This is an optimization exercise on Yosys and OpenROAD, whose aim is small area, a short achievable clock period and few clock cycles, not a production implementation. Function was checked by simulation only, so behaviour that the tests miss may differ from the original.

== the reference run ==
## audio_mixer
module audio_mixer (
    input  wire        clk,
    input  wire        rst,
    input  wire        bus_req,
    input  wire        bus_we,
    input  wire [1:0]  bus_size,
    input  wire [23:0] bus_addr,
    input  wire [31:0] bus_wdata,
    output wire        bus_ack,
    output wire [31:0] bus_rdata,
    output wire        sink_valid,
    output wire        sink_last,
    output wire [15:0] sink_left,
    output wire [15:0] sink_right
);
Settings: LEC_CHECK=0, CAP_MARGIN=5, CORE_MARGIN=2, CORE_UTILIZATION=55, CTS_CLUSTER_DIAMETER=90, CTS_CLUSTER_SIZE=24, SLEW_MARGIN=5; clock period 12.0 ns.
standard.sh (not shown) runs the stock make flow with config.mk's settings and CLKGATE_MAP_FILE= SYNTH_SCRIPT=/design/flow/synth_recipe.tcl, a recipe that flattens the netlist after the stock synthesis.
==> flow/flow/run.sh <==
#!/bin/bash
# Layout flow: the standard layout (standard.sh: ORFS with the standard flow's
# config.mk, constraints and synthesis), with two settings changed on the
# make command line:
#  - the port buffers are sky130_fd_sc_hd__buf_4 instead of the cell that
#    buffer_ports picks by default (a slow delay buffer);
set -euo pipefail
bash standard.sh \
  SETUP_SLACK_MARGIN=6.5 \
  "BUFFER_PORTS_ARGS=-buffer_cell sky130_fd_sc_hd__buf_4" \
  finish > flow_make.log 2>&1
Testbench counts of the reference run, summed over its fixed seeds: cycles 20,769.
Setup changes, the reference run to the trial run
-- flow/design.v --
<<< the reference run, line 130
    end
    wire [31:0] word0 = in_regs ? reg_w : (bufs_valid ? ring_w : 32'd0);
    wire [31:0] word1 = ({32{rd_pcm}} & pcm_w) |
                        ({32{rd_syn}} & syn_w) |
                        ({32{rd_mix}} & mix_w) |
                        ({32{rd_aux}} & {aux_r1, aux_r0});
    wire [31:0] word  = rd2 ? word1 : word0;
    reg [31:0] rdata_c;
    always @(*) begin
>>> the trial run, line 130
    end
    wire [31:0] word0 = in_regs ? reg_w : (bufs_valid ? ring_w : 32'd0);
    wire        hit2  = rd_go && (in_pcm || in_syn || in_mix) && a[4:2] == ix[2:0];
    wire        s_pcm = rd2 ? rd_pcm : in_pcm;
    wire        s_syn = rd2 ? rd_syn : in_syn;
    wire        s_mix = rd2 ? rd_mix : (in_mix && bufs_valid && {1'b0, a[4:2]} < frames);
    wire [31:0] word1 = ({32{s_pcm}} & pcm_w) |
                        ({32{s_syn}} & syn_w) |
                        ({32{s_mix}} & mix_w) |
                        ({32{rd2 && rd_aux}} & {aux_r1, aux_r0});
    wire [31:0] word  = (rd2 || hit2) ? word1 : word0;
    reg [31:0] rdata_c;
    always @(*) begin
<<< the reference run, line 206
    wire        pushing = proc_r ? k_push : op[3];       
    wire [4:0]  n       = wd[12:8];
    wire        proc    = start || proc_r;
    wire [4:0]  i0      = {1'b0, ix[2:0], 1'b0};
    wire        v0      = proc_r ? (i0 < n_r) : (n != 5'd0);
>>> the trial run, line 210
    wire        pushing = proc_r ? k_push : op[3];       
    wire [4:0]  n       = wd[12:8];
    wire        go_now  = start && ix == 4'd0;
    wire        proc    = go_now || proc_r;
    wire [4:0]  i0      = {1'b0, ix[2:0], 1'b0};
    wire        v0      = proc_r ? (i0 < n_r) : (n != 5'd0);
<<< the reference run, line 325
                if (rd2) begin
                    ack_r  <= 1'b1;
                    ix     <= 4'd0;
                    rd2    <= 1'b0;
                    rd_pcm <= 1'b0;
>>> the trial run, line 330
                if (rd2) begin
                    ack_r  <= 1'b1;
                    ix     <= {1'b0, ix[2:0] + 3'd1};
                    rd2    <= 1'b0;
                    rd_pcm <= 1'b0;
<<< the reference run, line 383
                if (!fast) begin
                    busy  <= 1'b1;
                    ack_r <= !start && !(rd_go && rd_win);
                end
                if (rd_go && rd_win) begin
                    ix     <= {1'b0, a[4:2]};
                    rd2    <= 1'b1;
>>> the trial run, line 388
                if (!fast) begin
                    busy  <= 1'b1;
                    ack_r <= !start && !(rd_go && rd_win && !hit2);
                end
                if (hit2)
                    ix <= {1'b0, a[4:2] + 3'd1};
                if (start && !go_now) begin
                    ix     <= 4'd0;
                    proc_r <= 1'b1;
                    rp     <= wbase;
                end
                if (rd_go && rd_win && !hit2) begin
                    ix     <= {1'b0, a[4:2]};
                    rd2    <= 1'b1;
Fmax: the trial run higher than the reference run
There was hardly any difference in worst hold slack between the reference run and the trial run.
Summary — non-clock buffer contribution to total cell area, the trial run relative to the reference run: lower, by 0.30 points.
Cell count is lower on the reference run
Diff the reference run -> the trial run | critical path arrival | decrease of 70 ps
Post-cts gate resize count ended up about 15% lower on the trial run than on the reference run.
Testbench counts of the trial run, summed over its fixed seeds: cycles 20,385.

[static timing again, ports no longer ideal]
How much do the figures lean on ideal ports? The routed layouts below were timed once more, with nothing changed but the port constraints.
Step 1: set_driving_cell puts a clkbuf_16 on clk and a buf_2 on each other input, an assumption about the parent block.
Step 2 also shifts input and output timing later by t, the mid clock arrival at the registers, as if the neighbouring blocks saw the same clock.
Slacks: no drivers / after step 1 / after step 2; pairs: no drivers / after step 1.
| run | t, ns | setup slack, ns | latest minus earliest clock arrival (ns) | worst slew at a driven data input, ns |
|---|---|---|---|---|
| the reference run | 0.759 | 6.415 / 6.345 / 5.846 | 0.048 / 0.048 | 0.11 |
| the trial run | 0.766 | 6.484 / 6.436 / 5.754 | 0.037 / 0.037 | 0.19 |
After both steps every run listed still meets setup and hold. The setup slack of the trial run, which loses most, moves by -0.048 ns with the drivers and by -0.730 ns with both steps.
